What follows belongs to an exercise in optimizing a design on an open flow for small area, a short achievable clock period and few clock cycles per item; a production flow would make more cautious choices. Function was not checked in any run shown here: the RTL went through the layout flow alone. No activity file was given, so power comes from the tool's default toggle rates.

### flow/config.mk
export PLATFORM = sky130hd
export DESIGN_NAME = lzdec
export DESIGN_NICKNAME = lzdec
export VERILOG_FILES = /design/flow/design.v
export SDC_FILE = /design/flow/constraint.sdc
export NUM_CORES = 4
export LEC_CHECK = 0
export ABC_CLOCK_PERIOD_IN_PS = 4000
export CAP_MARGIN = 20
export CORE_MARGIN = 2
export CORE_UTILIZATION = 40
export SETUP_SLACK_MARGIN = 1.5
export SLEW_MARGIN = 20
### flow/constraint.sdc
create_clock -name core_clock -period 6.0 [get_ports {clk}]
set_input_delay 1.2000 -clock core_clock [delete_from_list [all_inputs] [get_ports {clk}]]
set_output_delay 1.2000 -clock core_clock [all_outputs]
set_load 0.01 [all_outputs]
### flow/design.v
module lzdec (
    input  wire        clk,
    input  wire        rst,             
    input  wire        cmd_valid,
    output wire        cmd_ready,
    input  wire        cmd_kind,        
    input  wire        cmd_len_known,
    input  wire        cmd_cap_en,
    input  wire [15:0] cmd_src_len,
    input  wire [31:0] cmd_skip,
    input  wire [31:0] cmd_take,
    input  wire [31:0] cmd_max_out,
    input  wire [7:0]  cmd_fill,
    input  wire        in_valid,
    input  wire [7:0]  in_data,
    output wire        in_ready,
    output wire        out_valid,
    output wire [7:0]  out_data,
    input  wire        out_ready,
    output wire        done,
    output wire [2:0]  err,
    output wire        win_we,
    output wire [11:0] win_waddr,
    output wire [7:0]  win_wdata,
    output wire [11:0] win_raddr,
    input  wire [7:0]  win_rdata
);
    localparam [2:0] E_NONE  = 3'd0,
                     E_TRUNC = 3'd1,
                     E_RANGE = 3'd3,
                     E_OVF   = 3'd4;
    localparam [3:0] P_IDLE  = 4'd0,
                     P_FIRST = 4'd1,    
                     P_TOK   = 4'd2,    
                     P_P1    = 4'd3,    
                     P_P2    = 4'd4,    
                     P_SHORT = 4'd5,    
                     P_GAM   = 4'd6,    
                     P_GC    = 4'd7,    
                     P_LM1   = 4'd8,    
                     P_END   = 4'd9;    
    localparam [1:0] G_SEL  = 2'd0,     
                     G_REPN = 2'd1,     
                     G_FARN = 2'd2;     
    reg         run;
    reg         fin;
    reg  [2:0]  err_r;
    reg         kind;
    reg         len_known;
    reg         cap_en;
    reg  [7:0]  fill;
    reg  [15:0] src_rem;
    reg         src_z;
    reg  [31:0] skip_rem;
    reg         skip_nz;
    reg  [31:0] take_rem;
    reg         take_one;
    reg  [31:0] cap_rem;
    reg         cap_z;
    reg  [3:0]  ps;
    reg  [7:0]  acc;           
    reg  [3:0]  bcnt;          
    reg         lwm;
    reg  [12:0] last_off;      
    reg  [31:0] g;             
    reg  [1:0]  gsel;
    reg         pbig;          
    reg         c_act;
    reg         c_last;
    reg         c_byp;
    reg         c_off;         
    reg  [32:0] c_n;
    reg  [12:0] c_d;           
    reg         w_valid;
    reg         w_ram;         
    reg  [7:0]  w_byte;        
    reg  [11:0] cur;           
    reg         full;          
    wire       cap_blk = cap_en && cap_z;
    wire       w_prod  = run && w_valid && !cap_blk && (skip_nz || out_ready);
    wire       w_acc   = !w_valid || w_prod;
    wire [7:0] w_val   = w_ram ? win_rdata : w_byte;
    wire       take_end = w_prod && !skip_nz && len_known && take_one;
    wire       ovf      = run && w_valid && cap_blk;
    assign out_valid = run && w_valid && !cap_blk && !skip_nz;
    assign out_data  = w_val;
    assign win_we    = w_prod;
    assign win_waddr = cur;
    assign win_wdata = w_val;
    assign cmd_ready = !run;
    assign done      = fin;
    assign err       = err_r;
    wire r2w    = c_act && w_acc;
    wire lit_ok = !c_act && w_acc;
    wire cpy_ok = !c_act || (c_last && w_acc);
    wire       have_acc = (bcnt != 4'd0);
    wire [7:0] in_rev   = {in_data[0], in_data[1], in_data[2], in_data[3],
                           in_data[4], in_data[5], in_data[6], in_data[7]};
    wire [31:0] gv      = {g[30:0], acc[7]};
    reg  [3:0]  ps_n;
    reg  [31:0] g_n;
    reg  [1:0]  gsel_n;
    reg         pbig_n;
    reg         lwm_n;
    reg  [12:0] lo_n;
    reg  [2:0]  k;             
    reg         nbits;         
    reg         brd;           
    reg         bok;           
    reg         e_lit;         
    reg         e_cpy;         
    reg         e_cpyv;        
    reg         e_n1, e_n2, e_fast, e_end;
    reg  [7:0]  e_litv;
    reg  [12:0] e_d;
    reg  [32:0] e_n;
    reg  [2:0]  e_err;
    reg         cbit;
    reg  [31:0] gval;
    reg  [3:0]  dd;
    reg         sdone;
    reg         two;           
    reg         to_sn;         
    reg         sn_bit;
    reg         near_do;       
    wire [12:0] pd = last_off;
    always @(*) begin
        ps_n    = ps;
        g_n     = g;
        gsel_n  = gsel;
        pbig_n  = pbig;
        lwm_n   = lwm;
        lo_n    = last_off;
        k       = 3'd0;
        nbits   = 1'b0;
        brd     = 1'b0;
        bok     = 1'b1;
        e_lit   = 1'b0;
        e_cpy   = 1'b0;
        e_cpyv  = 1'b0;
        e_n1    = 1'b0;
        e_n2    = 1'b0;
        e_fast  = 1'b0;
        e_end   = 1'b0;
        e_litv  = in_data;
        e_d     = pd;
        e_n     = 33'd0;
        e_err   = len_known ? E_TRUNC : E_NONE;
        cbit    = 1'b0;
        gval    = gv;
        dd      = 4'd0;
        sdone   = 1'b0;
        two     = 1'b0;
        to_sn   = 1'b0;
        sn_bit  = 1'b0;
        near_do = 1'b0;
        case (ps)
        P_FIRST: begin
            brd   = 1'b1;
            bok   = lit_ok;
            e_lit = 1'b1;
            lwm_n = 1'b0;
            ps_n  = P_TOK;
        end
        P_TOK: begin
            nbits = 1'b1;
            if (!kind) begin
                k   = 3'd1;
                brd = 1'b1;
                if (acc[7]) begin
                    bok   = lit_ok;
                    e_lit = 1'b1;
                end else begin
                    lo_n[7:0] = in_data;
                    ps_n      = P_LM1;
                end
            end else if (!acc[7]) begin
                k     = 3'd1;
                brd   = 1'b1;
                bok   = lit_ok;
                e_lit = 1'b1;
                lwm_n = 1'b0;
            end else if (bcnt == 4'd1) begin
                k    = 3'd1;
                ps_n = P_P1;
            end else if (!acc[6]) begin
                k      = 3'd2;
                g_n    = 32'd1;
                gsel_n = G_SEL;
                ps_n   = P_GAM;
            end else if (bcnt == 4'd2) begin
                k    = 3'd2;
                ps_n = P_P2;
            end else begin
                k      = 3'd3;
                to_sn  = 1'b1;
                sn_bit = acc[5];
            end
        end
        P_P1: begin
            nbits = 1'b1;
            if (!acc[7]) begin
                k      = 3'd1;
                g_n    = 32'd1;
                gsel_n = G_SEL;
                ps_n   = P_GAM;
            end else if (bcnt == 4'd1) begin
                k    = 3'd1;
                ps_n = P_P2;
            end else begin
                k      = 3'd2;
                to_sn  = 1'b1;
                sn_bit = acc[6];
            end
        end
        P_P2: begin
            nbits  = 1'b1;
            k      = 3'd1;
            to_sn  = 1'b1;
            sn_bit = acc[7];
        end
        P_SHORT: begin
            nbits = 1'b1;
            if (g[3:0] == 4'd1 && bcnt >= 4'd4) begin
                k     = 3'd4;
                dd    = acc[7:4];
                sdone = 1'b1;
            end else begin
                k     = 3'd1;
                g_n   = gv;
                dd    = gv[3:0];
                sdone = g[3];
            end
            if (sdone) begin
                lwm_n = 1'b0;
                ps_n  = P_TOK;
                if (dd == 4'd0) begin
                    e_lit  = 1'b1;
                    e_litv = 8'h00;
                end else begin
                    e_cpy  = 1'b1;
                    e_cpyv = 1'b1;
                    e_fast = 1'b1;
                    e_d    = {9'd0, dd};
                    e_n    = 33'd1;
                    e_n1   = 1'b1;
                end
            end
        end
        P_GAM, P_GC: begin
            nbits = 1'b1;
            if (ps == P_GAM && bcnt == 4'd1) begin
                k    = 3'd1;
                g_n  = gv;
                ps_n = P_GC;
            end else begin
                cbit = (ps == P_GAM) ? acc[6] : acc[7];
                gval = (ps == P_GAM) ? gv : g;
                two  = (ps == P_GAM) && bcnt >= 4'd4 && acc[6] && !gv[31];
                if (two) begin
                    k    = 3'd4;
                    cbit = acc[4];
                    gval = {gv[30:0], acc[5]};
                end else begin
                    k    = (ps == P_GAM) ? 3'd2 : 3'd1;
                end
                if (cbit) begin
                    if (gval[31]) begin
                        e_end = 1'b1;
                        e_err = E_RANGE;
                    end else begin
                        g_n  = gval;
                        ps_n = P_GAM;
                    end
                end else begin
                    case (gsel)
                    G_SEL: begin
                        if (!lwm && gval == 32'd2) begin
                            g_n    = 32'd1;
                            gsel_n = G_REPN;
                            ps_n   = P_GAM;
                        end else begin
                            brd        = 1'b1;
                            lo_n       = {gval[4:0] - (lwm ? 5'd2 : 5'd3), in_data};
                            pbig_n     = lwm ? (gval > 32'd18) : (gval > 32'd19);
                            g_n        = 32'd1;
                            gsel_n     = G_FARN;
                            ps_n       = P_GAM;
                        end
                    end
                    G_REPN: begin
                        if (last_off == 13'd0) begin
                            e_end = 1'b1;
                            e_err = E_RANGE;
                        end else begin
                            e_cpy  = 1'b1;
                            e_cpyv = 1'b1;
                            e_fast = 1'b1;
                            e_d    = last_off;
                            e_n    = {1'b0, gval};
                            e_n2   = (gval == 32'd2);
                            lwm_n  = 1'b1;
                            ps_n   = P_TOK;
                        end
                    end
                    default: begin
                        if (pd == 13'd0 || pbig || pd > 13'd4096) begin
                            e_end = 1'b1;
                            e_err = E_RANGE;
                        end else begin
                            e_cpy  = 1'b1;
                            e_cpyv = 1'b1;
                            e_fast = 1'b1;
                            e_n2   = (gval == 32'd2) && pd >= 13'd128 && pd < 13'd1280;
                            e_d    = pd;
                            e_n    = {1'b0, gval}
                                   + ((pd >= 13'd1280) ? 33'd1 : 33'd0)
                                   + ((pd < 13'd128) ? 33'd2 : 33'd0);
                            lwm_n  = 1'b1;
                            ps_n   = P_TOK;
                        end
                    end
                    endcase
                end
            end
        end
        P_LM1: begin
            brd   = 1'b1;
            bok   = cpy_ok;
            e_cpy = 1'b1;
            e_d   = {1'b0, in_data[7:4], pd[7:0]};
            e_n   = {29'd0, in_data[3:0]} + 33'd3;
            ps_n  = P_TOK;
            if ({in_data[7:4], pd[7:0]} == 12'd0) begin
                e_end = 1'b1;
                e_err = E_RANGE;
            end else begin
                e_cpyv = 1'b1;
            end
        end
        default: ;
        endcase
        if (to_sn) begin
            g_n = 32'd1;
            if (sn_bit)
                ps_n = P_SHORT;
            else
                near_do = 1'b1;
        end
        if (near_do) begin
            brd   = 1'b1;
            bok   = cpy_ok;
            e_cpy = 1'b1;
            e_d   = {6'd0, in_data[7:1]};
            e_n   = in_data[0] ? 33'd3 : 33'd2;
            lo_n  = {6'd0, in_data[7:1]};
            lwm_n = 1'b1;
            ps_n  = P_TOK;
            if (in_data[7:1] == 7'd0)
                e_end = 1'b1;
            else
                e_cpyv = 1'b1;
        end
        if (e_end)
            ps_n = P_END;
    end
    wire stepping = run && (ps != P_IDLE) && (ps != P_END);
    wire refill   = nbits && !have_acc;
    wire emit_ok  = e_lit ? lit_ok : (e_cpy ? cpy_ok : 1'b1);
    wire eoi = stepping && (refill || brd) && src_z;
    assign in_ready = stepping && !src_z && (refill || (brd && bok));
    wire byte_take  = in_ready && in_valid;
    wire commit = stepping && !refill &&
                  (brd ? (!src_z && in_valid && bok) : emit_ok);
    wire lit_go  = commit && e_lit;
    wire r_load  = commit && e_cpy;    
    wire cpy_go  = commit && e_cpyv;   
    wire fast_go = commit && e_fast && !c_act && w_acc;
    wire ent_r   = r2w || fast_go;     
    wire [12:0] e_fd = (ps == P_SHORT) ? {9'd0, dd} : last_off;
    wire [12:0] dsel = c_act ? c_d : e_fd;
    wire [13:0] rsrc = {1'b0, full, cur} + {13'd0, w_valid} - {1'b0, dsel};
    wire        rneg = rsrc[13];   
    wire        rbyp = c_act ? c_byp : (e_fd == 13'd1);
    assign win_raddr = rsrc[11:0];
    always @(posedge clk) begin
        if (rst) begin
            run     <= 1'b0;
            fin     <= 1'b0;
            err_r   <= E_NONE;
            ps      <= P_IDLE;
            c_act   <= 1'b0;
            w_valid <= 1'b0;
        end else if (!run) begin
            fin <= 1'b0;
            if (cmd_valid) begin
                kind      <= cmd_kind;
                len_known <= cmd_len_known;
                cap_en    <= cmd_cap_en;
                fill      <= cmd_fill;
                src_rem   <= cmd_src_len;
                src_z     <= (cmd_src_len == 16'd0);
                skip_rem  <= cmd_skip;
                skip_nz   <= (cmd_skip != 32'd0);
                take_rem  <= cmd_take;
                take_one  <= (cmd_take == 32'd1);
                cap_rem   <= cmd_max_out;
                cap_z     <= (cmd_max_out == 32'd0);
                acc       <= 8'd0;
                bcnt      <= 4'd0;
                lwm       <= 1'b0;
                last_off  <= 13'd0;
                cur       <= 12'd0;
                full      <= 1'b0;
                c_act     <= 1'b0;
                w_valid   <= 1'b0;
                err_r     <= E_NONE;
                if (cmd_len_known && cmd_take == 32'd0) begin
                    fin <= 1'b1;
                    ps  <= P_IDLE;
                end else begin
                    run <= 1'b1;
                    ps  <= cmd_kind ? P_FIRST : P_TOK;
                end
            end
        end else begin
            if (byte_take) begin
                src_rem <= src_rem - 16'd1;
                src_z   <= (src_rem == 16'd1);
            end
            if (eoi) begin
                err_r <= len_known ? E_TRUNC : E_NONE;
                ps    <= P_END;
            end else if (refill) begin
                if (byte_take) begin
                    acc  <= kind ? in_data : in_rev;
                    bcnt <= 4'd8;
                end
            end else if (commit) begin
                if (nbits) begin
                    acc  <= acc << k;
                    bcnt <= bcnt - {1'b0, k};
                end
                ps       <= ps_n;
                g        <= g_n;
                gsel     <= gsel_n;
                pbig     <= pbig_n;
                lwm      <= lwm_n;
                last_off <= lo_n;
                if (e_end)
                    err_r <= e_err;
            end
            if (r_load) begin
                c_n    <= e_n;
                c_last <= fast_go ? e_n2 : e_n1;
                c_off  <= fast_go;
                c_byp  <= (e_d == 13'd1);
                c_d    <= e_d;
            end else if (r2w) begin
                c_n    <= c_n - 33'd1;
                c_last <= (c_n == {31'd0, 1'b1, c_off});
            end
            if (cpy_go)
                c_act <= !(fast_go && e_n1);
            else if (r2w && c_last)
                c_act <= 1'b0;
            if (ent_r || lit_go)
                w_valid <= 1'b1;
            else if (w_prod)
                w_valid <= 1'b0;
            w_ram <= ent_r && !rneg && !rbyp;
            if (lit_go)
                w_byte <= e_litv;
            else if (ent_r && rneg)
                w_byte <= fill;
            else
                w_byte <= w_val;
            if (w_prod) begin
                cur     <= cur + 12'd1;
                if (cur == 12'hfff)
                    full <= 1'b1;
                cap_rem <= cap_rem - 32'd1;
                cap_z   <= (cap_rem == 32'd1);
                if (skip_nz) begin
                    skip_rem <= skip_rem - 32'd1;
                    skip_nz  <= (skip_rem != 32'd1);
                end else if (len_known) begin
                    take_rem <= take_rem - 32'd1;
                    take_one <= (take_rem == 32'd2);
                end
            end
            if (take_end) begin
                run   <= 1'b0;
                fin   <= 1'b1;
                err_r <= E_NONE;
            end else if (ovf) begin
                run   <= 1'b0;
                fin   <= 1'b1;
                err_r <= E_OVF;
            end else if (ps == P_END && !c_act && !w_valid) begin
                run <= 1'b0;
                fin <= 1'b1;
            end
        end
    end
endmodule
### flow/run.sh
#!/bin/bash
# synth_recipe.tcl (not shown) runs the flow's synth.tcl, then flattens the netlist and writes it again
# the make line also repeats each setting of config.mk as NAME=value (left out here)
make -C /OpenROAD-flow-scripts/flow DESIGN_CONFIG=/design/flow/config.mk WORK_HOME=/design/flow/orfs CLKGATE_MAP_FILE= SYNTH_SCRIPT=/design/flow/synth_recipe.tcl finish
==> Implementation_results.wiki, run 1 <==
{| class="wikitable"
! Metric !! Value
|-
| Peak supply drop || 0.153 mV
|-
| Remaining global-route overflow || 0
|-
| Status || finished clean
|-
| Cell Rows || 80
|-
| Leakage power of the design || 7.90 nW
|-
| Crit path buffers/inverters || 3
|-
| Maximum number of pins on one net before global-route repair || 224
|-
| Cells taking the most area after synthesis || edfxtp_1 40%, nor2_1 5.6%, a21oi_1 5.2%
|-
| Portion of the post-synthesis area used by sequential elements || 0.410
|-
| Worst Setup Start Kind || flop
|-
| Transition at the pin with the smallest max-transition slack || 1040 ps
|-
| Average footprint of a synthesized cell || 8.92 µm²
|-
| Clock insertion delay at the later pin of the skew report || 560 ps
|-
| Final worst hold slack || 480 ps
|-
| Number of port buffers || 191
|-
| Total via count in the routed design || 17800
|-
| Cell with the largest stage delay on the worst path || edfxtp_1
|-
| Launch instance of the worst register-to-register path || g[1]
|-
| Number of nets in the layout || 2569
|-
| Final Hold Fails || 0
|-
| Fraction of the cycle the final worst path needs || 0.936
|-
| Most area-hungry cell type in the Yosys netlist || edfxtp_1
|-
| Final slew viol count || 0
|-
| Global router's overall resource usage || 0.233
|-
| Setup TNS || 0 ps
|-
| Wire length of the first global-routing pass || 94100 µm
|-
| Time the final worst path needs with I/O delays and setup || 5610 ps
|-
| Clock tree root driver cell || clkbuf_16
|-
| Initial Util || 0.407
|-
| Die width || 225 µm
|-
| Top-level port count || 192
|-
| Endpoint with the worst hold slack || err_r[2]
|-
| Vertical die dimension || 225 µm
|-
| Overall power after layout || 5.11 mW
|-
| DRT Pass-1 Iters || 6
|-
| Vias in the first global route || 17200
|-
| Normalized max-slew margin || 0.308
|-
| Register-to-register setup slack || 1410 ps
|-
| TritonCTS clock tree || done
|-
| Detailed-route wire length per cell || 20.0 µm
|-
| EDFF count, synth || 259
|-
| Worst r2r path cells || 21
|-
| H-tree level count || 2
|-
| Maximum clock skew at final layout || 19.8 ps
|-
| Cell-by-cell listing of the critical path || or2_4 > nor4b_4 > mux2i_1 > nor2_1 > a21oi_2 > o21ai_2 > ha_4 > inv_2 > ha_4 > inv_2 > fa_2 > nor2b_1 > o21ai_1 > a21boi_1 > o21ai_1 > nand2_1 > a21o_1 > a21o_1 > a21o_1 > a21oi_2 > xnor2_2 > buf_2
|-
| Family with the most delay on the worst path || compound AO/OA/AOI/OAI gates
|-
| DP HPWL || 43000 µm
|-
| Post-synthesis sequential element count || 270
|-
| Number of distinct standard cells referenced by the synthesized netlist || 103
|-
| Antenna cells || 0
|-
| First DRT Iteration DRCs || 1297
|-
| Largest driver fanout on the critical path || 2
|-
| R2R Path End || w_byte[6]
|-
| YS warnings || 1
|-
| Area of the mapped netlist || 19500 µm²
|-
| Power density over the cells || 215 nW/µm²
|-
| Post-Synthesis Net Count || 2380
|-
| Gate count after technology mapping || 2188
|-
| Weighted congestion at the end of routability-driven global placement || 0.933
|-
| Die area || 50600 µm²
|-
| Number of filler instances in the final layout || 4501
|-
| Setup repair after global routing missed its margin || true
|-
| Number of instances on the worst hold path || 2
|-
| Max Fclk || 178 MHz
|-
| Vias per std cell || 5.91
|-
| Req. time, crit path || 4800 ps
|-
| CTS clock-pin slew for the worst setup and hold paths || 60 ps
|-
| Post-layout utilization of the core || 0.497
|-
| Count of clock tree sinks || 270
|-
| Ratio of cells with drive above 1 in the final layout || 0.114
|-
| Synth top area share || 0.398
|-
| Cell mode on critical path || a21o_1
|-
| Min-delay src || err_r[2]
|-
| Setup-failing EPs final || 0
|-
| Share of flip-flops with an asynchronous set or reset after synthesis || 0
|-
| DR DRC count || 0
|-
| Leading cell types by count after synthesis || 291 x nor2_1, 259 x edfxtp_1, 201 x a21oi_1
|-
| Type of element capturing the critical path || primary output
|-
| Clock Tree Buf Depth || 3
|-
| Hold crit path type || flop to flop
|-
| Crit path largest cell delay || 380 ps
|-
| Number of violations of the max-capacitance limit || 0
|-
| Number of nets with antenna violations after detailed routing || 0
|-
| Dominant register cell in the synthesized netlist || edfxtp_1
|-
| Number of antenna violations at the first check in global routing || 3
|-
| Inserted Clock Buffers || 35
|-
| Relative area change from synthesis to final layout || 22.1%
|-
| Most numerous cell in the Yosys netlist || nor2_1
|-
| Post-detailed-routing wire length || 60200 µm
|-
| Critical Setup Path Class || flop to primary output
|-
| Worst endpoint data arrival time || 4410 ps
|-
| Area of the core || 47900 µm²
|}
-- per-layer routing --
metal  GRT usage  share of wire  vias to the layer above  wire (µm)
li1            -              -                     8521          -
met1       0.302           0.42                     8508      25300
met2       0.385           0.47                      644      28400
met3      0.0433          0.072                      136       4350
met4      0.0923          0.035                        6       2130
met5           0        0.00058                        -         35
-- sequential cells by signal, summed over array words and instances, names as in the netlist, 12 cells and up --
name,count
src_rem,16
last_off,13
cap_rem,32
take_rem,32
c_d,13
cur,12
g,32
c_n,33
skip_rem,32
-- cell usage in the layout, fill, tap and decap left out, types with 10 or more instances in the layout --
master / synthesis / routed
o21ai_0: 109 / 98
a211oi_1: 17 / 12
dfxtp_1: 11 / 10
mux2i_1: 65 / 65
and2_1: 15 / 15
o31ai_1: 11 / 11
or3_1: 22 / 22
a31oi_1: 37 / 34
nand2b_1: 17 / 17
nor4_1: 69 / 68
clkdlybuf4s50_1: 0 / 179
ha_1: 45 / 41
nand4_1: 24 / 24
xnor2_1: 104 / 102
mux2_2: 13 / 13
buf_6: 7 / 13
edfxtp_1: 259 / 259
nor2_1: 291 / 286
or4_1: 22 / 22
a22o_1: 28 / 28
nand3_1: 62 / 62
nor3_1: 95 / 91
nand2_1: 196 / 193
clkbuf_16: 0 / 35
inv_1: 58 / 53
clkbuf_1: 85 / 11
buf_4: 11 / 75
and3_1: 14 / 13
o21ai_1: 14 / 18
a21oi_1: 201 / 189
nor2b_1: 12 / 12
xor2_1: 56 / 54
-- worst max-delay path by stage --
stage / slack, ps / to / depth (start not counted) / from
2_1_floorplan: 1130 / win_raddr[10] / 22 / g[1]
3_3_place_gp: 360 / win_raddr[10] / 22 / g[1]
3_5_place_dp: 330 / win_raddr[10] / 22 / g[1]
4_1_cts: 340 / win_raddr[10] / 21 / g[2]
5_1_grt: 120 / win_raddr[10] / 22 / g[1]
6_report: 390 / win_raddr[10] / 22 / g[1]
-- final cells by class --
cell class	count	area, µm²	share of cell area
multi-input cells	1725	11100	0.466
clock buffers	50	972	0.0408
flip-flops and latches	270	8000	0.336
inverters	62	236	0.00992
repair buffers	282	2680	0.113
clock inverters	8	60.1	0.00252
repair inverters	1	5.00	0.000210
well taps	615	769	0.0323
-- cell families after synthesis --
| family | count (synthesis) | synth area share |
|---|---|---|
| AND/OR/NAND/NOR | 898 | 0.225 |
| AO/OA/AOI/OAI | 536 | 0.176 |
| flip-flops | 270 | 0.410 |
| buffers and inverters | 195 | 0.0433 |
| XOR/XNOR | 160 | 0.0718 |
| multiplexers | 81 | 0.0426 |
| adder cells (fa/ha/maj) | 48 | 0.0319 |
-- metrics by stage --
step | worst slack (ps) | cell area [µm²] | instances
after floorplan | 1130 | 19600 | 2188
after global placement | 357 | 22100 | 2912
after detailed placement | 329 | 22100 | 2912
after CTS | 342 | 23300 | 2982
after global routing | 124 | 23800 | 3013
final | 387 | 23800 | 3013
-- worst reg2reg max path, delay by kind of cell (launching register included) --
kind                       cells  cell delay [ps]
AOI/OAI and AO/OA             10             1910
and+or+nand+nor                4              760
adders and majority gates      2              430
DFF                            1              380
muxes                          1              300
buffers and inverters          3              290
xor gates and xnor gates       1              270
-- power by group --
part           switching [mW]  internal (mW)
registers              0.0674           2.16
clock network           0.842           1.12
logic                   0.506          0.413
-- repair_timing --
item,CTS,global route
hold endpoints to repair,0,0
cloned,2,1
pin swaps,16,22
resized for setup,64,68
setup endpoints to repair,47,46
hold buffers,0,0
buffers inserted,10,26
==> run 2: changes to the inputs <==
--- a/flow/design.v
+++ b/flow/design.v
@@ -74,7 +74,7 @@
     reg         w_valid;
     reg         w_ram;         
     reg  [7:0]  w_byte;        
-    reg  [11:0] cur;           
+    reg  [11:0] ni;            
     reg         full;          
     wire       cap_blk = cap_en && cap_z;
     wire       w_prod  = run && w_valid && !cap_blk && (skip_nz || out_ready);
@@ -85,7 +85,7 @@
     assign out_valid = run && w_valid && !cap_blk && !skip_nz;
     assign out_data  = w_val;
     assign win_we    = w_prod;
-    assign win_waddr = cur;
+    assign win_waddr = ni - 12'd1;     
     assign win_wdata = w_val;
     assign cmd_ready = !run;
     assign done      = fin;
@@ -240,7 +240,6 @@
                 end else begin
                     e_cpy  = 1'b1;
                     e_cpyv = 1'b1;
-                    e_fast = 1'b1;
                     e_d    = {9'd0, dd};
                     e_n    = 33'd1;
                     e_n1   = 1'b1;
@@ -377,11 +376,10 @@
     wire cpy_go  = commit && e_cpyv;   
     wire fast_go = commit && e_fast && !c_act && w_acc;
     wire ent_r   = r2w || fast_go;     
-    wire [12:0] e_fd = (ps == P_SHORT) ? {9'd0, dd} : last_off;
-    wire [12:0] dsel = c_act ? c_d : e_fd;
-    wire [13:0] rsrc = {1'b0, full, cur} + {13'd0, w_valid} - {1'b0, dsel};
+    wire [12:0] dsel = c_act ? c_d : last_off;
+    wire [13:0] rsrc = {1'b0, full, ni} - {1'b0, dsel};
     wire        rneg = rsrc[13];   
-    wire        rbyp = c_act ? c_byp : (e_fd == 13'd1);
+    wire        rbyp = c_act ? c_byp : (last_off == 13'd1);
     assign win_raddr = rsrc[11:0];
     always @(posedge clk) begin
         if (rst) begin
@@ -410,7 +408,7 @@
                 bcnt      <= 4'd0;
                 lwm       <= 1'b0;
                 last_off  <= 13'd0;
-                cur       <= 12'd0;
+                ni        <= 12'd0;
                 full      <= 1'b0;
                 c_act     <= 1'b0;
                 w_valid   <= 1'b0;
@@ -464,10 +462,14 @@
                 c_act <= !(fast_go && e_n1);
             else if (r2w && c_last)
                 c_act <= 1'b0;
-            if (ent_r || lit_go)
+            if (ent_r || lit_go) begin
                 w_valid <= 1'b1;
-            else if (w_prod)
+                ni      <= ni + 12'd1;
+                if (ni == 12'hfff)
+                    full <= 1'b1;
+            end else if (w_prod) begin
                 w_valid <= 1'b0;
+            end
             w_ram <= ent_r && !rneg && !rbyp;
             if (lit_go)
                 w_byte <= e_litv;
@@ -476,9 +478,6 @@
             else
                 w_byte <= w_val;
             if (w_prod) begin
-                cur     <= cur + 12'd1;
-                if (cur == 12'hfff)
-                    full <= 1'b1;
                 cap_rem <= cap_rem - 32'd1;
                 cap_z   <= (cap_rem == 32'd1);
                 if (skip_nz) begin
==> flow/config.mk (replaced) <==
export PLATFORM = sky130hd
export DESIGN_NAME = lzdec
export DESIGN_NICKNAME = lzdec
export VERILOG_FILES = /design/flow/design.v
export SDC_FILE = /design/flow/constraint.sdc
export NUM_CORES = 4
export LEC_CHECK = 0
export CAP_MARGIN = 20
export CORE_MARGIN = 2
export CORE_UTILIZATION = 40
export SLEW_MARGIN = 20
==> Implementation_results.wiki, run 2 <==
{| class="wikitable"
! Metric !! Value
|-
| Status || finished clean
|-
| Portion of the post-synthesis area used by sequential elements || 0.425 (+0.0155)
|-
| Worst endpoint data arrival time || 4400 ps (about the same)
|-
| Clock insertion delay at the later pin of the skew report || 560 ps (about the same)
|-
| Area of the mapped netlist || 18800 µm² (-3.6%)
|-
| DR DRC count || 0 (unchanged)
|-
| First DRT Iteration DRCs || 1445 (+11%)
|-
| Detailed-route wire length per cell || 19.5 µm (-2.5%)
|-
| Dominant combinational cell family by area after synthesis || simple AND/OR/NAND/NOR gates
|-
| Time the final worst path needs with I/O delays and setup || 5600 ps (-17.2 ps)
|-
| Most common cell after layout, fill and taps aside || nor2_1
|-
| Most numerous cell in the Yosys netlist || nor2_1
|-
| Total via count in the routed design || 16900 (-5.2%)
|-
| Vertical die dimension || 221 µm (-1.8%)
|-
| Inserted Clock Buffers || 36 (+2.9%)
|-
| Weighted congestion at the end of routability-driven global placement || 0.971 (+4.1%)
|-
| Final Hold Fails || 0 (unchanged)
|-
| Die width || 221 µm (-1.8%)
|-
| Worst Setup Start Kind || flop
|-
| Complex-gate fraction of the synthesized area || 0.170 (-0.00547)
|-
| Hold bufs inserted after CTS || 0 (unchanged)
|-
| Area share of and/or/nand/nor cells after synthesis || 0.224 (-0.00147)
|-
| Area of the core || 46500 µm² (-3.1%)
|-
| Number of nets in the layout || 2426 (-5.6%)
|-
| Count of clock tree sinks || 270 (unchanged)
|-
| Number of nets with antenna violations after detailed routing || 0 (unchanged)
|-
| Setup-failing EPs final || 0 (unchanged)
|-
| Wire length of the first global-routing pass || 88600 µm (-5.8%)
|-
| Dominant register cell in the synthesized netlist || edfxtp_1
|-
| TritonCTS clock tree || done
|-
| Power density over the cells || 225 nW/µm² (+4.9%)
|-
| Post-synthesis sequential element count || 270 (unchanged)
|-
| Average footprint of a synthesized cell || 8.92 µm² (about the same)
|-
| Global router's overall resource usage || 0.222 (-0.0115)
|-
| Multiplexer fraction of the synthesized cell area || 0.0369 (-0.00564)
|-
| Normalized max-slew margin || 0.311 (+0.00333)
|-
| Adder-Cell Fraction of Synth Area || 0.0251 (-0.00678)
|-
| Vias per std cell || 5.86 (-0.87%)
|-
| Uppermost routed layer || met5
|-
| Gate count after technology mapping || 2109 (-3.6%)
|-
| Amount of wire on met2 after detailed routing || 26300 µm (-7.4%)
|-
| CTS clock-pin slew for the worst setup and hold paths || 60 ps (about the same)
|-
| Ratio of cells with drive above 1 in the final layout || 0.0634 (-0.0505)
|-
| Number of distinct standard cells referenced by the synthesized netlist || 85 (-17%)
|-
| Overall power after layout || 5.06 mW (-0.97%)
|-
| Most area-hungry cell type in the Yosys netlist || edfxtp_1
|-
| Metal3 WL || 3410 µm (-22%)
|-
| Maximum number of pins on one net before global-route repair || 204 (-8.9%)
|-
| Flip-flop count of the largest register after layout || 33 (unchanged)
|-
| Number of filler instances in the final layout || 4462 (-0.87%)
|-
| Final slew viol count || 0 (unchanged)
|-
| YS warnings || 1 (unchanged)
|-
| Top-level port count || 192 (unchanged)
|-
| Leakage power of the design || 7.45 nW (-5.7%)
|-
| Setup TNS || 0 ps (unchanged)
|-
| EDFF count, synth || 259 (unchanged)
|-
| Die area || 48800 µm² (-3.6%)
|-
| Post-CTS setup buffer count || 0 (-10)
|-
| Number of violations of the max-capacitance limit || 0 (unchanged)
|-
| Cell Rows || 79 (-1.3%)
|-
| Req. time, crit path || 4800 ps (about the same)
|-
| Commonest cells after routing, fill and taps aside || 291 x nor2_1, 259 x edfxtp_1, 191 x clkdlybuf4s50_1, 180 x nand2_1, 175 x a21oi_1
|-
| Hold crit path type || flop to flop
|-
| Number of port buffers || 191 (unchanged)
|-
| Leading cell types by count after synthesis || 291 x nor2_1, 259 x edfxtp_1, 181 x nand2_1
|-
| Max Fclk || 179 MHz (+0.31%)
|-
| Setup repair after global routing missed its margin || false
|-
| Post-detailed-routing wire length || 56200 µm (-6.8%)
|-
| Peak supply drop || 0.256 mV (+68%)
|-
| Maximum clock skew at final layout || 20.9 ps (+1.09 ps)
|-
| H-tree level count || 2 (unchanged)
|-
| Transition at the pin with the smallest max-transition slack || 1030 ps (-8.79 ps)
|-
| Fraction of the cycle the final worst path needs || 0.933 (-0.00286)
|-
| Critical Setup Path Class || flop to primary output
|-
| DP HPWL || 41500 µm (-3.4%)
|-
| Register ranked first by flip-flop count || c_n
|-
| Synth Area in XOR/XNOR || 0.0801 (+0.00830)
|-
| Type of element capturing the critical path || primary output
|-
| WL met1 || 24600 µm (-2.8%)
|-
| Clock Tree Buf Depth || 3 (unchanged)
|-
| Post-layout utilization of the core || 0.484 (-0.0130)
|-
| Post-Synthesis Net Count || 2289 (-3.8%)
|-
| Number of antenna violations at the first check in global routing || 2 (-1)
|-
| Relative area change from synthesis to final layout || 19.6%
|-
| Share of flip-flops with an asynchronous set or reset after synthesis || 0 (unchanged)
|-
| Largest driver fanout on the critical path || 28 (+26)
|-
| Vias in the first global route || 16200 (-6.0%)
|-
| Remaining global-route overflow || 0 (unchanged)
|-
| Initial Util || 0.405 (-0.00225)
|-
| DRT Pass-1 Iters || 6 (unchanged)
|-
| Synth top area share || 0.413 (+0.0151)
|-
| Clock tree root driver cell || clkbuf_16
|-
| Cells taking the most area after synthesis || edfxtp_1 41%, nor2_1 5.8%, xnor2_1 4.8%
|}
==> run 2: cell type report <==
class | instances | area [µm²] | share of cell area
multi-input cells | 1662 | 10200 | 0.452
flip-flops and latches | 270 | 8000 | 0.356
repair buffers | 228 | 2230 | 0.0991
clock buffers | 43 | 927 | 0.0412
well taps | 607 | 759 | 0.0338
clock inverters | 22 | 234 | 0.0104
inverters | 48 | 180 | 0.00801
diodes | 1 | 2.50 | 0.000111
==> run 2: power by group <==
group	switching (mW)	internal, mW
clock network	0.864	1.28
logic	0.376	0.315
registers	0.0729	2.15
==> run 2: timing repair <==
| action | 4_1_cts | 5_1_grt |
|---|---|---|
| gates resized for setup | 0 | 1 |
| setup endpoints to repair | 0 | 1 |
| endpoints found under the hold margin | 0 | 0 |
==> run 2: worst paths after layout <==
check | depth (start not counted) | slack (ps) | to | startpoint
setup reg to reg | 11 | 1200 | last_off[4] | ps[0]
setup / recovery | 11 | 400 | in_ready | ps[0]
hold reg to reg | 2 | 450 | err_r[0] | err_r[0]
hold / removal | 2 | 450 | err_r[0] | err_r[0]
==> run 2: kinds of logic (layout without fill, tap and decap cells) <==
family | Yosys count | after routing
and+or+nand+nor | 875 | 875
AOI/OAI and AO/OA | 513 | 513
DFF | 270 | 270
buffers and inverters | 177 | 341
xor gates and xnor gates | 172 | 172
muxes | 66 | 66
adders and majority gates | 36 | 36
other | 0 | 1
==> run 2: critical path: stages, from the launching register on <==
cell and delay, ps:
dfxtp_1 690, and4bb_2 450, buf_4 270, buf_4 240, o211ai_1 120, o311ai_0 160
o211ai_1 150, and4bb_2 330, o21ai_2 250, a21oi_1 100, nor3_1 360, clkdlybuf4s50_1 700
==> run 2: metrics by stage <==
step / setup WS (ps) / instances / hold slack, ps / cell area [µm²]
after floorplan: 947 / 2109 / 406 / 18800
after global placement: 945 / 2813 / 454 / 21300
after detailed placement: 818 / 2813 / 449 / 21300
after CTS: 319 / 2878 / 459 / 22400
after global routing: 166 / 2880 / 478 / 22500
final: 404 / 2881 / 454 / 22500
==> run 2: metal layers <==
layer  track usage  vias to the layer above
li1              -                     8140
met1         0.301                     8058
met2         0.358                      575
met3        0.0351                      112
met4        0.0801                        2
met5             0                        -
==> run 3: changes to the inputs <==
==> flow/config.mk (replaced) <==
export PLATFORM = sky130hd
export DESIGN_NAME = lzdec
export DESIGN_NICKNAME = lzdec
export VERILOG_FILES = /design/flow/design.v
export SDC_FILE = /design/flow/constraint.sdc
export NUM_CORES = 4
export LEC_CHECK = 0
export ABC_CLOCK_PERIOD_IN_PS = 3500
export CAP_MARGIN = 0
export CORE_MARGIN = 2
export CORE_UTILIZATION = 60
export SETUP_SLACK_MARGIN = 1.5
export SLEW_MARGIN = 0
==> Implementation_results.wiki, run 3 <==
{| class="wikitable"
! Metric !! Value
|-
| Status || finished clean
|-
| Type of element capturing the critical path || primary output
|-
| Cell with the largest stage delay on the worst path || or4_1
|-
| Relative area change from synthesis to final layout || 19.3%
|-
| Area post-placement || 21000 µm² (-1.4%)
|-
| Number of antenna violations at the first check in global routing || 0 (-2)
|-
| Transition at the pin with the smallest max-transition slack || 1230 ps (+205 ps)
|-
| Fraction of the cycle the final worst path needs || 0.770 (-0.163)
|-
| Total number of cells along the worst setup path || 9 (-2)
|-
| Worst endpoint data arrival time || 3420 ps (-980 ps)
|-
| Hold bufs inserted after CTS || 0 (unchanged)
|-
| YS warnings || 1 (unchanged)
|-
| Area of the core || 30700 µm² (-34%)
|-
| Gate count after technology mapping || 2109 (unchanged)
|-
| Antenna cells || 0 (-1)
|-
| Area of the multi-input gates || 10400 µm² (+2.2%)
|-
| Clock network fraction of total power || 0.401 (-0.023)
|-
| Worst r2r path cells || 13 (+2)
|-
| Clock Tree Buf Depth || 3 (unchanged)
|-
| Total via count in the routed design || 17400 (+3.0%)
|-
| Internal Power || 3.63 mW (-3.1%)
|-
| Req. time, crit path || 4800 ps (about the same)
|-
| Vias per std cell || 6.50 (+11%)
|-
| Initial Util || 0.612 (+0.207)
|-
| Post-Synthesis Net Count || 2289 (unchanged)
|-
| Start point of the critical path || g[29]
|-
| Register-to-register setup slack || 1700 ps (+500 ps)
|-
| Setup TNS || 0 ps (unchanged)
|-
| CTS clock-pin slew for the worst setup and hold paths || 70 ps (about the same)
|-
| Power density over the cells || 218 nW/µm² (-3.1%)
|-
| Number of distinct standard cells referenced by the synthesized netlist || 85 (unchanged)
|-
| Launch instance of the worst register-to-register path || last_off[0]
|-
| Overall power after layout || 4.89 mW (-3.3%)
|-
| Most common cell after layout, fill and taps aside || nor2_1
|-
| Number of nets in the layout || 2437 (+0.45%)
|-
| Top-level port count || 192 (unchanged)
|-
| Ratio of cells with drive above 1 in the final layout || 0.0846 (+0.0213)
|-
| EDFF count, synth || 259 (unchanged)
|-
| Most numerous cell in the Yosys netlist || nor2_1
|-
| Max Fclk || 216 MHz (+21%)
|-
| Inserted Clock Buffers || 30 (-17%)
|-
| Number of instances on the worst hold path || 2 (unchanged)
|-
| Worst Setup Start Kind || flop
|-
| Weighted congestion at the end of routability-driven global placement || 0.955 (-1.6%)
|-
| Leakage power of the design || 7.53 nW (+1.1%)
|-
| Clock tree root driver cell || clkbuf_16
|-
| Crit path largest cell delay || 560 ps (-140 ps)
|-
| DP HPWL || 38000 µm (-8.5%)
|-
| Cell Rows || 64 (-19%)
|-
| Number of violations of the max-capacitance limit || 0 (unchanged)
|-
| Leading cell types by count after synthesis || 291 x nor2_1, 259 x edfxtp_1, 181 x nand2_1
|-
| Family with the most delay on the worst path || simple AND/OR/NAND/NOR gates
|-
| Number of nets with antenna violations after detailed routing || 0 (unchanged)
|-
| Maximum number of pins on one net before global-route repair || 96 (-53%)
|-
| Flip-flop count of the largest register after layout || 33 (unchanged)
|-
| Clock insertion delay at the later pin of the skew report || 580 ps (+20 ps)
|-
| Number of port buffers || 191 (unchanged)
|-
| Share of flip-flops with an asynchronous set or reset after synthesis || 0 (unchanged)
|-
| Switching pwr || 1.26 mW (-4.1%)
|-
| Crit path capture || in_ready
|-
| Sequential share of power || 0.456 (+0.017)
|-
| Global router's overall resource usage || 0.318 (+0.0965)
|-
| Final worst hold slack || 466 ps (+12.0 ps)
|-
| Cells taking the most area after synthesis || edfxtp_1 41%, nor2_1 5.8%, xnor2_1 4.8%
|-
| TritonCTS clock tree || done
|-
| Setup WS post-layout || 1380 ps (+977 ps)
|-
| Remaining global-route overflow || 0 (unchanged)
|-
| Time the final worst path needs with I/O delays and setup || 4620 ps (-977 ps)
|-
| Wire length of the first global-routing pass || 85800 µm (-3.1%)
|-
| Critical Setup Path Class || flop to primary output
|-
| Combined flip-flop and latch cell area || 8010 µm² (about the same)
|-
| Number of filler instances in the final layout || 2343 (-47%)
|-
| R2R Path End || g[4]
|-
| Place WS || 757 ps (-60.7 ps)
|-
| Normalized max-slew margin || 0.175 (-0.136)
|-
| Setup-failing EPs final || 0 (unchanged)
|-
| Count of clock tree sinks || 270 (unchanged)
|-
| Register ranked first by flip-flop count || c_n
|-
| Die area || 32800 µm² (-33%)
|-
| DR DRC count || 0 (unchanged)
|-
| Vertical die dimension || 181 µm (-18%)
|-
| Portion of the post-synthesis area used by sequential elements || 0.425 (unchanged)
|-
| First DRT Iteration DRCs || 1821 (+26%)
|-
| Peak supply drop || 0.323 mV (+26%)
|-
| Post-detailed-routing wire length || 53600 µm (-4.5%)
|-
| Post-synthesis sequential element count || 270 (unchanged)
|-
| Final Hold Fails || 0 (unchanged)
|-
| Final instance area || 22400 µm² (-0.25%)
|-
| Commonest cells after routing, fill and taps aside || 290 x nor2_1, 259 x edfxtp_1, 187 x clkdlybuf4s50_1, 181 x nand2_1, 171 x a21oi_1
|-
| Combinational Power Share || 0.143 (+0.006)
|-
| Average footprint of a synthesized cell || 8.92 µm² (unchanged)
|-
| Largest driver fanout on the critical path || 5 (-82%)
|-
| Synth top area share || 0.413 (unchanged)
|-
| Most area-hungry cell type in the Yosys netlist || edfxtp_1
|-
| Cell-by-cell listing of the critical path || or4_1 > or4_4 > a2111oi_4 > o211ai_1 > and4bb_4 > o21ai_2 > a21oi_2 > nor3_1 > clkbuf_2
|-
| Setup repair after global routing missed its margin || true
|-
| H-tree level count || 1 (-1)
|-
| Dominant register cell in the synthesized netlist || edfxtp_1
|-
| DRT Pass-1 Iters || 6 (unchanged)
|-
| Hold crit path type || flop to flop
|-
| Switching portion of total power || 0.257 (-0.00199)
|-
| Maximum clock skew at final layout || 22.2 ps (+1.29 ps)
|-
| Crit path buffers/inverters || 1 (-2)
|-
| Die width || 181 µm (-18%)
|-
| Final slew viol count || 0 (unchanged)
|-
| Area of the mapped netlist || 18800 µm² (unchanged)
|-
| Vias in the first global route || 16700 (+3.3%)
|-
| Detailed-route wire length per cell || 20.0 µm (+2.8%)
|}
[run 3: per-layer routing]
layer / vias to the layer above / track usage / wire length (µm)
li1: 8169 / - / -
met1: 8266 / 0.434 / 22000
met2: 819 / 0.529 / 25500
met3: 143 / 0.0441 / 4430
met4: 0 / 0.0995 / 1710
met5: - / 0 / 0
[run 3: power groups by stage]
stage	registers (mW)	logic (mW)	clock network [mW]
detailed placement	2.27	0.667	0
CTS	2.23	0.681	1.97
global placement	2.26	0.652	0
floorplan	2.23	0.413	0
global route	2.24	0.762	2.05
finish	2.23	0.700	1.96
[run 3: how the worst min path moves through the flow]
| stage | endpoint | start |
|---|---|---|
| after global placement | err_r[0] | err_r[0] |
| final | err_r[0] | err_r[0] |
| after CTS | err_r[0] | err_r[0] |
| after detailed placement | err_r[0] | err_r[0] |
| after floorplan | full | run |
| after global routing | err_r[0] | err_r[0] |
[run 3: area by class of cell]
type	instances	share of cell area
Clock buffer	37	0.0356
Tap cell	396	0.0221
Inverter	48	0.00803
Sequential cell	270	0.357
Timing Repair Buffer	243	0.104
Clock inverter	19	0.0106
Multi-Input combinational cell	1664	0.463
[run 3: logic make-up after synthesis]
kind of cell,after synthesis,share of synthesized area
fa+ha+maj,36,0.0251
flops,270,0.425
compound gates,513,0.170
buf+inv,177,0.0388
mux,66,0.0369
xor+xnor,172,0.0801
simple gates,875,0.224
[run 3: repair_timing]
action / CTS / global route
hold endpoints to repair: 0 / 0
gates cloned: 2 / 1
buffers inserted: 12 / 8
pin swaps: 6 / 12
endpoints found under the setup margin: 166 / 138
gates resized for setup: 35 / 36
[run 3: per-stage QoR]
| stage | utilization | instances |
|---|---|---|
| finish | 0.730 | 2677 |
| global route | 0.730 | 2677 |
| CTS | 0.722 | 2668 |
| detailed placement | 0.682 | 2598 |
| global placement | 0.682 | 2598 |
| floorplan | - | 2109 |
[run 3: tightest hold or removal path, stage by stage (launching register included)]
cell	delay, ps
dfxtp_1	310
nand2_1	50
a21oi_1	50
==> run 4: changes to the inputs <==
==> flow/flow/run.sh (new file) <==
#!/bin/bash
# The standard layout, with the port buffers that buffer_ports inserts made of
# plain buffers (buf_2) instead of the delay-buffer cell it picks by default.
set -euo pipefail
export BUFFER_PORTS_ARGS="-buffer_cell sky130_fd_sc_hd__buf_2"
bash standard.sh > standard_flow.log 2>&1
==> flow/standard.sh (new file) <==
#!/bin/bash
# synth_recipe.tcl (not shown) runs the flow's synth.tcl, then flattens the netlist and writes it again
# the make line also repeats each setting of config.mk as NAME=value (left out here)
make -C /OpenROAD-flow-scripts/flow DESIGN_CONFIG=/design/flow/config.mk WORK_HOME=/design/flow/orfs CLKGATE_MAP_FILE= SYNTH_SCRIPT=/design/flow/synth_recipe.tcl "${@:-finish}"
==> flow/config.mk (replaced) <==
export PLATFORM = sky130hd
export DESIGN_NAME = lzdec
export DESIGN_NICKNAME = lzdec
export VERILOG_FILES = /design/flow/design.v
export SDC_FILE = /design/flow/constraint.sdc
export NUM_CORES = 4
export LEC_CHECK = 0
export CAP_MARGIN = 20
export CORE_MARGIN = 2
export CORE_UTILIZATION = 40
export SLEW_MARGIN = 20
removed: flow/run.sh
==> Implementation_results.wiki, run 4 <==
{| class="wikitable"
! Metric !! Value
|-
| YS warnings || 1 (unchanged)
|-
| Place WS || 1060 ps (+303 ps)
|-
| Crit path largest cell delay || 760 ps (+200 ps)
|-
| Number of distinct standard cells referenced by the synthesized netlist || 85 (unchanged)
|-
| Total via count in the routed design || 16800 (-3.5%)
|-
| Time the final worst path needs with I/O delays and setup || 5370 ps (+749 ps)
|-
| First DRT Iteration DRCs || 1506 (-17%)
|-
| Initial Util || 0.405 (-0.207)
|-
| Final standard cell count with taps included and fillers excluded || 2881 (+7.6%)
|-
| Cell Rows || 79 (+23%)
|-
| Post-synthesis sequential element count || 270 (unchanged)
|-
| Count of clock tree sinks || 270 (unchanged)
|-
| Number of antenna violations at the first check in global routing || 5 (+5)
|-
| Inserted Clock Buffers || 36 (+20%)
|-
| Number of nets in the layout || 2425 (-0.49%)
|-
| Hold bufs inserted after CTS || 0 (unchanged)
|-
| Number of resized instances in the post-cts repair step || 0 (-100%)
|-
| Cells taking the most area after synthesis || edfxtp_1 41%, nor2_1 5.8%, xnor2_1 4.8%
|-
| Cell-by-cell listing of the critical path || and4bb_2 > nor2_1 > a31oi_1 > inv_1 > nor4_1 > and4bb_2 > o21ai_2 > a21oi_1 > nor3_1 > buf_2
|-
| Normalized max-slew margin || 0.261 (+0.0856)
|-
| Transition at the pin with the smallest max-transition slack || 1110 ps (-128 ps)
|-
| Most numerous cell in the Yosys netlist || nor2_1
|-
| Post-detailed-routing wire length || 54800 µm (+2.2%)
|-
| H-tree level count || 2 (+1)
|-
| Number of nets with antenna violations after detailed routing || 0 (unchanged)
|-
| Post-CTS setup buffer count || 0 (-12)
|-
| TritonCTS clock tree || done
|-
| Post-Synthesis Net Count || 2289 (unchanged)
|-
| Maximum clock skew at final layout || 15.3 ps (-6.86 ps)
|-
| Top-level port count || 192 (unchanged)
|-
| Setup WS post-layout || 632 ps (-749 ps)
|-
| Req. time, crit path || 4800 ps (about the same)
|-
| Relative area change from synthesis to final layout || 14.6%
|-
| Global router's overall resource usage || 0.217 (-0.101)
|-
| Peak supply drop || 0.194 mV (-40%)
|-
| Placed cell count || 2812 (+8.2%)
|-
| Vias per std cell || 5.83 (-10%)
|-
| Remaining global-route overflow || 0 (unchanged)
|-
| Average footprint of a synthesized cell || 8.92 µm² (unchanged)
|-
| Crit path buffers/inverters || 2 (+1)
|-
| Fraction of the cycle the final worst path needs || 0.895 (+0.125)
|-
| Max Fclk || 186 MHz (-14%)
|-
| Register ranked first by flip-flop count || c_n
|-
| Cell mode on critical path || and4bb_2
|-
| Vias in the first global route || 16100 (-3.3%)
|-
| Leakage power of the design || 7.48 nW (-0.60%)
|-
| Ratio of cells with drive above 1 in the final layout || 0.147 (+0.0625)
|-
| Portion of the post-synthesis area used by sequential elements || 0.425 (unchanged)
|-
| Setup repair after global routing missed its margin || false
|-
| Setup TNS || 0 ps (unchanged)
|-
| Critical Setup Path Class || flop to primary output
|-
| Final Hold Fails || 0 (unchanged)
|-
| Setup-failing EPs final || 0 (unchanged)
|-
| CTS clock-pin slew for the worst setup and hold paths || 50 ps (-20 ps)
|-
| Area of the mapped netlist || 18800 µm² (unchanged)
|-
| Power density over the cells || 234 nW/µm² (+7.4%)
|-
| Number of filler instances in the final layout || 4513 (+93%)
|-
| Commonest cells after routing, fill and taps aside || 291 x nor2_1, 259 x edfxtp_1, 191 x buf_2, 181 x nand2_1, 175 x a21oi_1
|-
| DP HPWL || 40200 µm (+5.8%)
|-
| Clock insertion delay at the later pin of the skew report || 550 ps (-30 ps)
|-
| Gate count after technology mapping || 2109 (unchanged)
|-
| DR DRC count || 0 (unchanged)
|-
| Weighted congestion at the end of routability-driven global placement || 0.908 (-4.9%)
|-
| Largest driver fanout on the critical path || 21 (+16)
|-
| Worst Setup Start Kind || flop
|-
| Flip-flop count of the largest register after layout || 33 (unchanged)
|-
| Clock Tree Buf Depth || 3 (unchanged)
|-
| Maximum number of pins on one net before global-route repair || 97 (+1.0%)
|-
| Final slew viol count || 0 (unchanged)
|-
| EDFF count, synth || 259 (unchanged)
|-
| Worst endpoint data arrival time || 4170 ps (+750 ps)
|-
| Cell with the largest stage delay on the worst path || dfxtp_1
|-
| DRT Pass-1 Iters || 5 (-1)
|-
| Die width || 221 µm (+22%)
|-
| Dominant register cell in the synthesized netlist || edfxtp_1
|-
| Type of element capturing the critical path || primary output
|-
| Wire length of the first global-routing pass || 87300 µm (+1.7%)
|-
| Die area || 48800 µm² (+49%)
|-
| Number of violations of the max-capacitance limit || 0 (unchanged)
|-
| Detailed-route wire length per cell || 19.0 µm (-5.1%)
|-
| Number of port buffers || 191 (unchanged)
|-
| Area of the core || 46500 µm² (+51%)
|-
| Most area-hungry cell type in the Yosys netlist || edfxtp_1
|-
| Status || finished clean
|-
| Leading cell types by count after synthesis || 291 x nor2_1, 259 x edfxtp_1, 181 x nand2_1
|-
| Synth top area share || 0.413 (unchanged)
|-
| Most common cell after layout, fill and taps aside || nor2_1
|-
| Share of flip-flops with an asynchronous set or reset after synthesis || 0 (unchanged)
|-
| Hold crit path type || flop to flop
|-
| Family with the most delay on the worst path || simple AND/OR/NAND/NOR gates
|-
| Clock tree root driver cell || clkbuf_16
|-
| Vertical die dimension || 221 µm (+22%)
|}
run 4: cell counts after synthesis:
No cell type changed its count.
run 4: area by class of cell:
| cell class | instances | area, µm² | area share |
|---|---|---|---|
| multi-input cells | 1662 | 10100 | 0.471 |
| clock inverters | 15 | 209 | 0.00969 |
| diodes | 3 | 7.51 | 0.000348 |
| flip-flops and latches | 270 | 8000 | 0.371 |
| inverters | 48 | 180 | 0.00836 |
| clock buffers | 49 | 990 | 0.0459 |
| well taps | 607 | 759 | 0.0352 |
| repair buffers | 227 | 1270 | 0.0587 |
run 4: tightest hold or removal path, stage by stage (launching register included):
cell and delay (ps):
dfxtp_1 310, nand2_1 50, a21oi_1 50
run 4: where the power goes:
part,leakage (nW),internal [mW],switching [mW]
registers,2.54,2.15,0.0754
clock network,0.585,1.37,0.847
logic,4.36,0.239,0.367
total,7.48,3.76,1.29
run 4: logic make-up after synthesis:
family,share of synthesized area
DFF,0.425
muxes,0.0369
and+or+nand+nor,0.224
AOI/OAI and AO/OA,0.170
adders and majority gates,0.0251
xor gates and xnor gates,0.0801
buffers and inverters,0.0388
run 4: through the flow:
| stage | total power, mW | utilization | cell area, µm² | hold WS [ps] |
|---|---|---|---|---|
| final | 5.05 | 0.464 | 21600 | 462 |
| after global placement | 2.85 | 0.437 | 20300 | 447 |
| after CTS | 5.10 | 0.463 | 21500 | 465 |
| after floorplan | 2.64 | - | 18800 | 406 |
| after global routing | 5.24 | 0.464 | 21600 | 484 |
| after detailed placement | 2.86 | 0.437 | 20300 | 456 |
run 4: layer usage:
metal | global-route usage | share of wire | vias to the layer above
met5 | 0 | 0.00053 | -
met4 | 0.0621 | 0.022 | 4
met3 | 0.0451 | 0.077 | 94
met2 | 0.339 | 0.45 | 575
met1 | 0.306 | 0.45 | 7985
li1 | - | - | 8134
run 4: worst paths after layout:
kind              startpoint        to  slack (ps)  cells past startpoint
hold reg to reg     err_r[0]  err_r[0]         460                      2
setup reg to reg       ps[2]   c_n[12]         940                     12
setup / recovery       ps[2]  in_ready         630                     10
hold / removal      err_r[0]  err_r[0]         460                      2
==> run 5: changes to the inputs <==
==> flow/config.mk (replaced) <==
export PLATFORM = sky130hd
export DESIGN_NAME = lzdec
export DESIGN_NICKNAME = lzdec
export VERILOG_FILES = /design/flow/design.v
export SDC_FILE = /design/flow/constraint.sdc
export NUM_CORES = 4
export LEC_CHECK = 0
export ABC_CLOCK_PERIOD_IN_PS = 3000
export CAP_MARGIN = 0
export CORE_MARGIN = 2
export CORE_UTILIZATION = 65
export SETUP_SLACK_MARGIN = 2.2
export SLEW_MARGIN = 0
==> Implementation_results.wiki, run 5 <==
{| class="wikitable"
! Metric !! Value
|-
| Final slew viol count || 0 (unchanged)
|-
| Transition at the pin with the smallest max-transition slack || 1180 ps (+70.9 ps)
|-
| Final worst hold slack || 467 ps (+5.07 ps)
|-
| Area of the mapped netlist || 18800 µm² (unchanged)
|-
| Synth Area in XOR/XNOR || 0.0801 (unchanged)
|-
| Register ranked first by flip-flop count || c_n
|-
| Post-synthesis sequential element count || 270 (unchanged)
|-
| Area share of and/or/nand/nor cells after synthesis || 0.224 (unchanged)
|-
| Maximum number of pins on one net before global-route repair || 229 (+140%)
|-
| Setup TNS || 0 ps (unchanged)
|-
| Maximum clock skew at final layout || 13.3 ps (-2.01 ps)
|-
| Vertical die dimension || 174 µm (-21%)
|-
| Normalized max-slew margin || 0.213 (-0.0474)
|-
| YS warnings || 1 (unchanged)
|-
| Adder-Cell Fraction of Synth Area || 0.0251 (unchanged)
|-
| Remaining global-route overflow || 0 (unchanged)
|-
| Total number of cells along the worst setup path || 9 (-1)
|-
| Req. time, crit path || 4800 ps (about the same)
|-
| Global router's overall resource usage || 0.341 (+0.123)
|-
| Flip-flop count of the largest register after layout || 33 (unchanged)
|-
| Final Hold Fails || 0 (unchanged)
|-
| Post-detailed-routing wire length || 56100 µm (+2.4%)
|-
| Weighted congestion at the end of routability-driven global placement || 1.02 (+13%)
|-
| Critical Setup Path Class || flop to primary output
|-
| Number of port buffers || 191 (unchanged)
|-
| Number of nets with antenna violations after detailed routing || 0 (unchanged)
|-
| Clock insertion delay at the later pin of the skew report || 580 ps (+30 ps)
|-
| Peak supply drop || 0.262 mV (+35%)
|-
| Cell-by-cell listing of the critical path || and4bb_2 > a31oi_2 > inv_1 > nor4_4 > and4bb_2 > o21ai_4 > a21oi_2 > nor3_1 > buf_2
|-
| Fraction of the cycle the final worst path needs || 0.763 (-0.132)
|-
| Vias in the first global route || 16600 (+3.1%)
|-
| First DRT Iteration DRCs || 2525 (+68%)
|-
| Dominant combinational cell family by area after synthesis || simple AND/OR/NAND/NOR gates
|-
| Post-Synthesis Net Count || 2289 (unchanged)
|-
| Complex-gate fraction of the synthesized area || 0.170 (unchanged)
|-
| Gate count after technology mapping || 2109 (unchanged)
|-
| Largest driver fanout on the critical path || 20 (-4.8%)
|-
| Worst r2r path cells || 16 (+4)
|-
| Ratio of cells with drive above 1 in the final layout || 0.215 (+0.0683)
|-
| Top-level port count || 192 (unchanged)
|-
| Cell Rows || 62 (-22%)
|-
| Worst Setup Start Kind || flop
|-
| Multiplexer fraction of the synthesized cell area || 0.0369 (unchanged)
|-
| Worst endpoint data arrival time || 3380 ps (-790 ps)
|-
| Cell mode on critical path || and4bb_2
|-
| Family with the most delay on the worst path || simple AND/OR/NAND/NOR gates
|-
| CTS clock-pin slew for the worst setup and hold paths || 70 ps (+20 ps)
|-
| DRT Pass-1 Iters || 9 (+4)
|-
| Wire length of the first global-routing pass || 84900 µm (-2.7%)
|-
| Average footprint of a synthesized cell || 8.92 µm² (unchanged)
|-
| Vias per std cell || 6.70 (+15%)
|-
| Leakage power of the design || 8.01 nW (+7.0%)
|-
| Cell with the largest stage delay on the worst path || dfxtp_2
|-
| Number of instances on the worst hold path || 2 (unchanged)
|-
| Leading cell types by count after synthesis || 291 x nor2_1, 259 x edfxtp_1, 181 x nand2_1
|-
| Hold crit path type || flop to flop
|-
| Relative area change from synthesis to final layout || 19.8%
|-
| Crit path largest cell delay || 620 ps (-140 ps)
|-
| Status || finished clean
|-
| TritonCTS clock tree || done
|-
| H-tree level count || 1 (-1)
|-
| Clock Tree Buf Depth || 3 (unchanged)
|-
| Most area-hungry cell type in the Yosys netlist || edfxtp_1
|-
| Most numerous cell in the Yosys netlist || nor2_1
|-
| Total via count in the routed design || 18300 (+9.2%)
|-
| Setup-failing EPs final || 0 (unchanged)
|-
| Number of violations of the max-capacitance limit || 0 (unchanged)
|-
| Dominant register cell in the synthesized netlist || edfxtp_1
|-
| Clock tree root driver cell || clkbuf_16
|-
| Type of element capturing the critical path || primary output
|-
| Die area || 30300 µm² (-38%)
|-
| Area of the core || 28600 µm² (-38%)
|-
| Commonest cells after routing, fill and taps aside || 285 x nor2_1, 259 x edfxtp_1, 192 x buf_2, 178 x nand2_1, 168 x a21oi_1
|-
| Initial Util || 0.657 (+0.252)
|-
| Inserted Clock Buffers || 30 (-17%)
|-
| Detailed-route wire length per cell || 20.5 µm (+7.9%)
|-
| Count of clock tree sinks || 270 (unchanged)
|-
| Setup repair after global routing missed its margin || true
|-
| Portion of the post-synthesis area used by sequential elements || 0.425 (unchanged)
|-
| Max Fclk || 219 MHz (+17%)
|-
| Number of nets in the layout || 2507 (+3.4%)
|-
| Time the final worst path needs with I/O delays and setup || 4580 ps (-792 ps)
|-
| Number of distinct standard cells referenced by the synthesized netlist || 85 (unchanged)
|-
| Most common cell after layout, fill and taps aside || nor2_1
|-
| Cells taking the most area after synthesis || edfxtp_1 41%, nor2_1 5.8%, xnor2_1 4.8%
|-
| DR DRC count || 0 (unchanged)
|-
| DP HPWL || 36600 µm (-9.0%)
|-
| Die width || 174 µm (-21%)
|-
| Crit path buffers/inverters || 2 (unchanged)
|-
| Number of antenna violations at the first check in global routing || 2 (-3)
|-
| Power density over the cells || 215 nW/µm² (-8.3%)
|-
| EDFF count, synth || 259 (unchanged)
|-
| Synth top area share || 0.413 (unchanged)
|-
| Share of flip-flops with an asynchronous set or reset after synthesis || 0 (unchanged)
|}
-- run 5: what timing repair did --
item / in CTS / in global routing
setup buffers: 48 / 48
gates cloned: 3 / 6
pin swaps: 27 / 31
setup endpoints to repair: 206 / 194
gates resized for setup: 64 / 89
hold buffers: 0 / 0
-- run 5: area by class of cell --
type,instances,area (µm²)
antenna,2,5.00
clock buffer,33,783
clock inverter,21,219
fill,1875,6080
inverter,48,184
multi-input combinational,1666,10800
sequential,270,8010
tap,384,480
timing repair buffer,310,2030
timing repair inverter,1,5.00
-- run 5: worst paths after layout --
check,startpoint,end,slack (ps)
min,err_r[0],err_r[0],470
max reg2reg,bcnt[3],c_n[24],1950
min reg2reg,err_r[0],err_r[0],470
max,ps[3],in_ready,1420
-- run 5: worst register-to-register path, delay by kind of cell, from the launching register on --
family,cells,cell delay [ps]
xor gates and xnor gates,1,60
AOI/OAI and AO/OA,6,1440
buffers and inverters,6,810
DFF,1,500
and+or+nand+nor,3,990
-- run 5: cells by family after synthesis --
group,count (synthesis)
xor+xnor,172
simple gates,875
mux,66
buf+inv,177
fa+ha+maj,36
compound gates,513
flops,270
-- run 5: power by group --
group / total [mW] / leakage, nW / internal (mW) / switching [mW]
Sequential: 2.23 / 2.54 / 2.15 / 0.0774
Clock: 1.91 / 0.486 / 1.11 / 0.802
Combinational: 0.701 / 4.98 / 0.289 / 0.412
-- run 5: per-stage QoR --
stage	total power, mW	cell area (µm²)	setup WS, ps	cells	utilization
2_1_floorplan	2.65	18900	2180	2109	-
3_3_place_gp	2.83	19900	1060	2574	0.697
3_5_place_dp	2.85	19900	877	2574	0.697
4_1_cts	4.77	21600	1420	2679	0.756
5_1_grt	4.98	22500	1360	2734	0.787
6_report	4.84	22500	1420	2735	0.788
-- run 5: routing by layer --
layer | vias to the layer above | GRT usage | wire length [µm]
li1 | 8301 | - | -
met1 | 8585 | 0.464 | 21700
met3 | 229 | 0.0492 | 5990
met5 | - | 0 | 0
met4 | 0 | 0.130 | 2540
met2 | 1214 | 0.555 | 25900

[port drivers added, routing unchanged]
Ports are ideal in the flow. The routed layouts listed here were re-timed in OpenROAD. Step 1 sets driving cells, clkbuf_16 on the clock port and buf_2 on the other inputs (assumed; they add their load-dependent delay and slew). Step 2 times the ports against the registers' clock, not the clock port: input delays grow and output delays shrink by t, the midpoint of the rising clock arrivals with the driver on. a / b / c = ideal / step 1 / step 2; a / b = the first two.
| run | shift t [ns] | setup WS [ns] | worst setup path after step 2 | clock arrival spread, ns | worst register clock-pin slew, ns |
|---|---|---|---|---|---|
| run 1 | 0.605 | 0.387 / 0.328 / 0.933 | register to output | 0.023 / 0.024 | 0.06 / 0.06 |
| run 2 | 0.603 | 0.404 / 0.349 / 0.728 | input to output | 0.021 / 0.021 | 0.06 / 0.06 |
| run 3 | 0.617 | 1.381 / 1.330 / 1.519 | input to output | 0.022 / 0.023 | 0.07 / 0.07 |
| run 4 | 0.591 | 0.632 / 0.581 / 0.940 | register to register | 0.016 / 0.016 | 0.06 / 0.06 |
| run 5 | 0.622 | 1.424 / 1.372 / 1.824 | input to register | 0.015 / 0.016 | 0.07 / 0.07 |
After both steps every run listed still meets setup and hold.
